Background: an optimization exercise with open tools, aiming at small area, a short achievable clock period and few clock cycles per item. Do not read the settings as production practice. In this exercise RTL edits were held to simulation tests only and were not proved equivalent to the original.

==> v7 <==
Design radix_codec_engine, start of the top module:
module radix_codec_engine (
    input  wire         clk,
    input  wire         rst,
    input  wire         cmd_valid,
    output wire         cmd_ready,
    input  wire [279:0] cmd_word,
    output wire         rsp_valid,
    input  wire         rsp_ready,
    output wire [139:0] rsp_word
);
clock: 100.0 ns
lec_check: 0
abc_area: 1
cap_margin: 35
core_margin: 2
core_utilization: 40
slew_margin: 35
standard.sh (not shown) runs the stock make flow with config.mk's settings and CLKGATE_MAP_FILE= SYNTH_SCRIPT=/design/flow/synth_recipe.tcl, a recipe that flattens the netlist after the stock synthesis.
==> flow/flow/run.sh <==
#!/bin/bash
# The standard layout (standard.sh), with two changes:
# - ORFS's area-oriented ABC mapping script is replaced by
#   flow/abc_area.script, which maps with more area recovery;
# - every input and output port still gets its buffer, but a plain
#   sky130_fd_sc_hd__buf_1 rather than the delay buffer buffer_ports picks.
# The synthesis script, the registers and every other step are the standard
# ones. The run's full output goes to standard_flow.log here.
set -euo pipefail
here=$(pwd)
rm -rf "$here/scripts_x"
cp -r "$FLOW_HOME/scripts" "$here/scripts_x"
cp "$here/flow/abc_area.script" "$here/scripts_x/abc_area.script"
bash "$here/standard.sh" SCRIPTS_DIR="$here/scripts_x" \
    "BUFFER_PORTS_ARGS=-buffer_cell sky130_fd_sc_hd__buf_1" finish \
    > "$here/standard_flow.log" 2>&1
==> flow/flow/abc_area.script <==
strash
&get -n
&fraig -x
&put
dc2
balance
rewrite
refactor
balance
rewrite
rewrite -z
balance
refactor -z
rewrite -z
balance
dc2
strash
&get -n
&dch -f
&nf -R 1000 -p -F 8 -A 4
&put
strash
&get -n
&dch -f
&nf -R 1000 -p -F 8 -A 4
&put
strash
&get -n
&dch -f
&nf -R 1000 -p -F 8 -A 4
&put
topo
stime -c
buffer -c
upsize -c
dnsize -c
==> v22 (differences from v7) <==
--- a/flow/design.v
+++ b/flow/design.v
@@ -106,17 +106,19 @@
     wire a_int = (ta == 3'b010);
     wire b_int = (tb == 3'b010);
     wire [1:0] cia = (ta == 3'b000) ? USE : (ta == 3'b001) ? VERR : a_int ? USE :
                      (ta == 3'b011) ? NERR : a_txt ? (txa ? USE : VERR) :
                      (ta == 3'b101) ? PROP : VERR;
     wire [1:0] cib = (tb == 3'b000) ? USE : (tb == 3'b001) ? VERR : b_int ? USE :
                      (tb == 3'b011) ? NERR : b_txt ? (txb ? USE : VERR) :
                      (tb == 3'b101) ? PROP : VERR;
-    wire big10 = (a[63:34] != 30'd0) | (a[33:0] >= 34'd10000000000);
+    wire [43:0] bcd;
+    rce_bcd u_bcd (.n(a[33:0]), .bcd(bcd));
+    wire big10 = (a[63:34] != 30'd0) | (bcd[43:40] != 4'd0);    
     wire [1:0] cda = (ta == 3'b000) ? USE : (ta == 3'b001) ? VERR :
                      a_int ? ((a[63] | big10) ? NERR : USE) :
                      (ta == 3'b011) ? NERR : a_txt ? USE :
                      (ta == 3'b101) ? PROP : VERR;
     wire [1:0] c1 = digit_op ? cda : cia;
     wire [1:0] c2 = one_op ? USE : cib;
     assign cerr = (c1 != USE) | (c2 != USE);
     assign code = (c1 == PROP) ? a[7:0] : (c2 == PROP) ? b[7:0] :
@@ -125,20 +127,28 @@
     generate
         for (i = 0; i < 16; i = i + 1) begin : gv
             wire [7:0] ca = a[127-8*i -: 8];
             assign dva[i] = (rin == 2'b01) ? (dga[i] & (ca[3:1] == 3'd0)) :
                             (rin == 2'b10) ? (dga[i] & ~ca[3]) :
                                              (dga[i] | hla[i]);
         end
     endgenerate
-    assign dok = (la != 5'd0) & (la <= 5'd10) & (&(~lta | dva));
+    wire [9:0] bd_ok;
+    generate
+        for (i = 0; i < 10; i = i + 1) begin : gb
+            assign bd_ok[i] = (rin == 2'b01) ? (bcd[4*i+3 -: 3] == 3'd0) :
+                              (rin == 2'b10) ? ~bcd[4*i+3] : 1'b1;
+        end
+    endgenerate
+    assign dok = a_txt ? ((la != 5'd0) & (la <= 5'd10) & (&(~lta | dva))) :
+                 a_int ? (&bd_ok) : 1'b1;
     assign at = a_txt;
     assign ai = a_int & ~digit_op;
-    assign av = a_txt ? nba : a[63:0];
+    assign av = a_txt ? nba : (a_int & digit_op) ? {24'd0, bcd[39:0]} : a[63:0];
     assign bt = b_txt;
     assign bi = b_int;
     assign bv = b_txt ? nbb : b[63:0];
 endmodule
 module rce_horner (
     input  wire [63:0] r,       
     output wire [47:0] v
 );
@@ -1000,21 +1010,22 @@
     assign v = a14;
 endmodule
 module rce_bcd (
     input  wire [33:0] n,
     output wire [43:0] bcd
 );
     function [3:0] add3;           
         input [3:0] d;
-        reg c;
+        reg c, e;
         begin
-            c = d[3] | (d[2] & (d[1] | d[0]));
+            e = d[1] | d[0];
+            c = d[3] | (d[2] & e);
             add3[3] = c;
-            add3[2] = (d[2] & ~(d[1] | d[0])) | (d[3] & d[0]);
+            add3[2] = d[2] ^ (c & e);
             add3[1] = d[1] ^ (c & ~d[0]);
             add3[0] = d[0] ^ c;
         end
     endfunction
     wire [3:0] t0 = add3({1'b0, n[33], n[32], n[31]});
     wire [3:0] t1 = add3({t0[2], t0[1], t0[0], n[30]});
     wire [3:0] t2 = add3({t1[2], t1[1], t1[0], n[29]});
     wire [3:0] t3 = add3({t2[2], t2[1], t2[0], n[28]});
@@ -1263,17 +1274,17 @@
 module rce_exec (
     input  wire         pend,
     input  wire [3:0]   op,
     input  wire [1:0]   rin,
     input  wire [1:0]   rout,
     input  wire         wf,
     input  wire         cerr,
     input  wire [7:0]   code,
-    input  wire         dok,        
+    input  wire         dok,
     input  wire [63:0]  av,
     input  wire [4:0]   la,
     input  wire         at,
     input  wire         ai,
     input  wire         na,
     input  wire [63:0]  bv,
     input  wire [4:0]   lb,
     input  wire         bt,
@@ -1294,57 +1305,47 @@
     wire enc_op  = (op == 4'h2) | op_encp | op_cvt;
     wire        cvb    = pend | ~at;            
     wire [63:0] cv_nib = cvb ? bv : av;
     wire [4:0]  cv_len = cvb ? lb : la;
     wire [63:0] ra;
     wire [47:0] cm;
     wire        cbig;
     rce_dconv u_cv (.nib(cv_nib), .len(cv_len), .r(ra), .m(cm), .big(cbig));
+    wire a_int = ~pend & ai;
     wire a_txt = pend | at;
-    wire a_int = ~a_txt;
     wire [47:0] ma   = pend ? r_v : cm;
     wire        biga = pend ? r_s : cbig;
+    wire b_int = ~pend & bi;
     wire b_txt = pend | bt;
-    wire b_int = ~b_txt;
     wire [47:0] mb   = cm;
     wire        bigb = cbig;
     wire nza = |ma;
-    wire xok = a_int ? (av[63:48] == 16'd0) : (~biga & ~(na & nza));
-    wire [47:0] x = a_int ? av[47:0] : ma;
+    wire xok = a_int ? (av[63:48] == 16'd0) : a_txt ? (~biga & ~(na & nza)) : 1'b1;
+    wire [47:0] x = a_int ? av[47:0] : a_txt ? ma : 48'd0;
     wire nzb = |mb;
-    wire yok = b_int ? (bv[63:48] == 16'd0) : (~bigb & ~(nb & nzb));
-    wire [47:0] y = b_int ? bv[47:0] : mb;
+    wire yok = b_int ? (bv[63:48] == 16'd0) : b_txt ? (~bigb & ~(nb & nzb)) : 1'b1;
+    wire [47:0] y = b_int ? bv[47:0] : b_txt ? mb : 48'd0;
     wire kpos_i = (bv[63:6] == 58'd0) & (bv[5:0] <= 6'd53);
     wire kneg_i = (bv[63:6] == {58{1'b1}}) & (bv[5:0] >= 6'd11);
     wire [5:0] bneg6 = 6'd0 - bv[5:0];
     wire small53 = (mb[47:6] == 42'd0) & (mb[5:0] <= 6'd53);
-    wire kok = b_int ? (kpos_i | kneg_i) : (~bigb & small53);
-    wire kn  = b_int ? bv[63] : nb;
-    wire [5:0] km = b_int ? (bv[63] ? bneg6 : bv[5:0]) : mb[5:0];
+    wire kok = b_int ? (kpos_i | kneg_i) : b_txt ? (~bigb & small53) : 1'b1;
+    wire kn  = b_int ? bv[63] : b_txt ? nb : 1'b0;
+    wire [5:0] km = b_int ? (bv[63] ? bneg6 : bv[5:0]) : b_txt ? mb[5:0] : 6'd0;
     wire plok = b_int ? ((bv[63:4] == 60'd0) & (bv[3:0] <= 4'd10)) :
-                (~bigb & ~(nb & nzb) & small53 & (mb[5:0] <= 6'd10));
-    wire [3:0] pl = b_int ? bv[3:0] : mb[3:0];
-    wire [43:0] bcd;
-    rce_bcd u_bcd (.n(av[33:0]), .bcd(bcd));
-    wire [9:0]  bd_ok;
-    genvar i;
-    generate
-        for (i = 0; i < 10; i = i + 1) begin : gb
-            assign bd_ok[i] = (rin == 2'b01) ? (bcd[4*i+3 -: 3] == 3'd0) :
-                              (rin == 2'b10) ? ~bcd[4*i+3] : 1'b1;
-        end
-    endgenerate
-    wire        dok_e = at ? dok : (&bd_ok);
-    wire [39:0] dn = at ? ra[39:0] : bcd[39:0];
+                b_txt ? (~bigb & ~(nb & nzb) & small53 & (mb[5:0] <= 6'd10)) : 1'b1;
+    wire [3:0] pl = b_int ? bv[3:0] : b_txt ? mb[3:0] : 4'd0;
+    wire [39:0] dn = at ? ra[39:0] : av[39:0];
     wire [47:0] dv;
     rce_radix_decode u_dec (.dn(dn), .rc(rin), .n(dv));
     wire a40_ok = a_int ? ((av[63:39] == 25'd0) | (av[63:39] == {25{1'b1}})) :
-                  (~biga & ((ma[47:39] == 9'd0) |
-                            (na & (ma[47:39] == 9'd1) & (ma[38:0] == 39'd0))));
+                  a_txt ? (~biga & ((ma[47:39] == 9'd0) |
+                                    (na & (ma[47:39] == 9'd1) & (ma[38:0] == 39'd0)))) :
+                  1'b1;
     wire        ngt = a_txt & na;
     reg  [39:0] pa;
     reg         seen;
     integer     j;
     always @* begin
         seen = 1'b0;
         for (j = 0; j < 40; j = j + 1) begin
             pa[j] = x[j] ^ (ngt & seen);
@@ -1360,26 +1361,29 @@
     wire enc_ok = enc_rng & (~op_encp | (plok & (pl >= ndig)));
     wire [3:0] slen = op_encp ? pl : ndig;
     wire left = (op == 4'hB) ? ~kn : kn;
     wire ovf;
     wire [47:0] alu_r;
     rce_alu48 u_alu (.lop(op_sh ? 2'd3 : op[1:0]), .x(x), .y(y), .left(left), .m(km),
                      .ovf(ovf), .r(alu_r));
     wire alu_ok = xok & (op_sh ? (kok & ~(left & ovf)) : yok);
-    wire op_ok = op_dec ? dok_e : op_cvt ? (dok_e & enc_ok) : enc_op ? enc_ok : alu_ok;
+    wire op_ok = op_dec ? dok : op_cvt ? (dok & enc_ok) : enc_op ? enc_ok : alu_ok;
     wire c_err = ~pend & cerr;
     wire is_err = c_err | ~op_ok;
     assign need2 = ~pend & wf & ~cerr & at & bt & (op_encp | op_bit);
     wire wf2 = pend | wf;
     wire [7:0] ecode = c_err ? code : 8'h02;
     assign k = ~wf2 ? 2'd0 : is_err ? 2'd1 : (op_dec | op_bit) ? 2'd2 : 2'd3;
     assign s = need2 ? cbig : (op_dec & dv[47]);
-    wire [47:0] vr = op_dec ? dv : op_bit ? alu_r : {4'd0, slen, dig};
-    assign v = need2 ? cm : {vr[47:8], is_err ? ecode : vr[7:0]};
+    assign v = need2 ? cm :
+               is_err ? {40'd0, ecode} :
+               op_dec ? dv :
+               op_bit ? alu_r :
+               {4'd0, slen, dig};
 endmodule
 module radix_codec_engine (
     input  wire         clk,
     input  wire         rst,
     input  wire         cmd_valid,
     output wire         cmd_ready,
     input  wire [279:0] cmd_word,
     output wire         rsp_valid,
@@ -1402,32 +1406,29 @@
     reg          s_at, s_ai, s_na, s_bt, s_bi, s_nb;
     wire [3:0]   f_op;
     wire [1:0]   f_rin, f_rout;
     wire         f_wf, f_cerr, f_dok;
     wire [7:0]   f_code;
     wire [63:0]  f_av, f_bv;
     wire [4:0]   f_la, f_lb;
     wire         f_at, f_ai, f_na, f_bt, f_bi, f_nb;
+    rce_front u_front (.cw(cmd_word), .op(f_op), .rin(f_rin), .rout(f_rout),
+                       .wf(f_wf), .cerr(f_cerr), .code(f_code), .dok(f_dok),
+                       .av(f_av), .la(f_la), .at(f_at), .ai(f_ai), .na(f_na),
+                       .bv(f_bv), .lb(f_lb), .bt(f_bt), .bi(f_bi), .nb(f_nb));
     wire [1:0]   nk;
     wire         ns;
     wire [47:0]  nv;
     wire         need2;
-    wire [139:0] rw;
-    rce_core u_core (.cw(cmd_word), .pend(pend), .vld(busy && !comp && !pend),
-                     .s_op(s_op), .s_rin(s_rin), .s_rout(s_rout), .s_wf(s_wf),
-                     .s_cerr(s_cerr), .s_code(s_code), .s_dok(s_dok),
-                     .s_av(s_av), .s_la(s_la), .s_at(s_at), .s_ai(s_ai), .s_na(s_na),
-                     .s_bv(s_bv), .s_lb(s_lb), .s_bt(s_bt), .s_bi(s_bi), .s_nb(s_nb),
-                     .rk(rk), .rs(rs), .rv(rv),
-                     .f_op(f_op), .f_rin(f_rin), .f_rout(f_rout), .f_wf(f_wf),
-                     .f_cerr(f_cerr), .f_code(f_code), .f_dok(f_dok),
-                     .f_av(f_av), .f_la(f_la), .f_at(f_at), .f_ai(f_ai), .f_na(f_na),
-                     .f_bv(f_bv), .f_lb(f_lb), .f_bt(f_bt), .f_bi(f_bi), .f_nb(f_nb),
-                     .need2(need2), .nk(nk), .ns(ns), .nv(nv), .rw(rw));
+    rce_exec u_exec (.pend(pend), .op(s_op), .rin(s_rin), .rout(s_rout),
+                     .wf(s_wf), .cerr(s_cerr), .code(s_code), .dok(s_dok),
+                     .av(s_av), .la(s_la), .at(s_at), .ai(s_ai), .na(s_na),
+                     .bv(s_bv), .lb(s_lb), .bt(s_bt), .bi(s_bi), .nb(s_nb),
+                     .r_v(rv), .r_s(rs), .need2(need2), .k(nk), .s(ns), .v(nv));
     assign cmd_ready = !busy && !rst;
     assign rsp_valid = busy && !comp && !pend && !rst;
     wire step1 = (!busy && sv) || comp;
     wire hold  = step1 && need2;
     always @(posedge clk) begin
         if (rst) begin
             busy <= 1'b0;
             comp <= 1'b0;
@@ -1472,55 +1473,17 @@
         if (!hold) begin
             s_op   <= f_op;
             s_rout <= f_rout;
             s_na   <= f_na;
             s_bv   <= f_bv;
             s_lb   <= f_lb;
             s_nb   <= f_nb;
         end
-    assign rsp_word = rst ? 140'd0 : rw;
-endmodule
-module rce_core (
-    input  wire [279:0] cw,
-    input  wire         pend,
-    input  wire         vld,
-    input  wire [3:0]   s_op,
-    input  wire [1:0]   s_rin, s_rout,
-    input  wire         s_wf, s_cerr, s_dok,
-    input  wire [7:0]   s_code,
-    input  wire [63:0]  s_av, s_bv,
-    input  wire [4:0]   s_la, s_lb,
-    input  wire         s_at, s_ai, s_na, s_bt, s_bi, s_nb,
-    input  wire [1:0]   rk,
-    input  wire         rs,
-    input  wire [47:0]  rv,
-    output wire [3:0]   f_op,
-    output wire [1:0]   f_rin, f_rout,
-    output wire         f_wf, f_cerr, f_dok,
-    output wire [7:0]   f_code,
-    output wire [63:0]  f_av, f_bv,
-    output wire [4:0]   f_la, f_lb,
-    output wire         f_at, f_ai, f_na, f_bt, f_bi, f_nb,
-    output wire         need2,
-    output wire [1:0]   nk,
-    output wire         ns,
-    output wire [47:0]  nv,
-    output wire [139:0] rw
-);
-    rce_front u_front (.cw(cw), .op(f_op), .rin(f_rin), .rout(f_rout),
-                       .wf(f_wf), .cerr(f_cerr), .code(f_code), .dok(f_dok),
-                       .av(f_av), .la(f_la), .at(f_at), .ai(f_ai), .na(f_na),
-                       .bv(f_bv), .lb(f_lb), .bt(f_bt), .bi(f_bi), .nb(f_nb));
-    rce_exec u_exec (.pend(pend), .op(s_op), .rin(s_rin), .rout(s_rout),
-                     .wf(s_wf), .cerr(s_cerr), .code(s_code), .dok(s_dok),
-                     .av(s_av), .la(s_la), .at(s_at), .ai(s_ai), .na(s_na),
-                     .bv(s_bv), .lb(s_lb), .bt(s_bt), .bi(s_bi), .nb(s_nb),
-                     .r_v(rv), .r_s(rs), .need2(need2), .k(nk), .s(ns), .v(nv));
-    rce_format u_fmt (.vld(vld), .k(rk), .s(rs), .v(rv), .rw(rw));
+    rce_format u_fmt (.vld(rsp_valid), .k(rk), .s(rs), .v(rv), .rw(rsp_word));
 endmodule
 module rce_format (
     input  wire         vld,
     input  wire [1:0]   k,
     input  wire         s,
     input  wire [47:0]  v,
     output wire [139:0] rw
 );
==> flow/flow/abc_area.script (replaced) <==
strash
&get -n
&fraig -x
&put
dc2
balance
rewrite
refactor
balance
rewrite
rewrite -z
balance
refactor -z
rewrite -z
balance
dc2
strash
&get -n
&dch -f
&nf -R 1000 -p
&put
strash
&get -n
&dch -f
&nf -R 1000 -p
&put
topo
stime -c
buffer -c
upsize -c
dnsize -c
CAP_MARGIN = 20   (was 35)
SLEW_MARGIN = 20   (was 35)
==> notes <==
Of v22 and v7, v22 has the higher register-to-register slack (gap 0.49 ns). Sequential share of layout area is about the same in v7 and v22. In v7 the cell area is lower than in v22, by about 0.75%. Between v7 and v22, the lower worst hold slack is in v7 (gap 0.033 ns). Of v22 and v7, v22 has the higher wire length (gap 5.1%, measured against v7). In v7 the global-route usage is lower than in v22, by 1.7 points. Synthesized cell count is about the same in v22 and v7. Of v22 and v7, v22 has the higher clock-buffer cell count (gap 1). Between v7 and v22, the lower via count is in v7 (gap 1.6%, measured against v22).
Testbench counts of v7, summed over its fixed seeds: cycles 48,310, items 24,000.
Testbench counts of v22, summed over its fixed seeds: cycles 48,310, items 24,000.

==> separate check: timing with driven ports <==
How much do the figures lean on ideal ports? The routed layouts below were timed once more, with nothing changed but the port constraints. Step 1: set_driving_cell puts a clkbuf_16 on clk and a buf_2 on each other input, an assumption about the parent block. Step 2 moves the port delays by t, midway between the first and last clock arrival at a register: inputs arrive t later, outputs are due t later. That takes back most of the time a late clock gives input paths. Three values: ideal, step 1, step 2; two values: the first two.
| run | shift t [ns] | setup slack, ns | hold slack, ns | latest minus earliest clock arrival (ns) | worst slew at a driven data input, ns |
|---|---|---|---|---|---|
| v7 | 0.728 | 57.578 / 57.551 / 57.551 | 0.467 / 0.467 / 0.467 | 0.045 / 0.045 | 0.12 |
| v22 | 0.714 | 54.014 / 54.060 / 53.346 | 0.501 / 0.501 / 0.501 | 0.056 / 0.056 | 0.13 |
After both steps every run listed still meets setup and hold. For v22, which loses most, drivers alone change the setup slack by +0.046 ns; drivers and shift together by -0.668 ns.
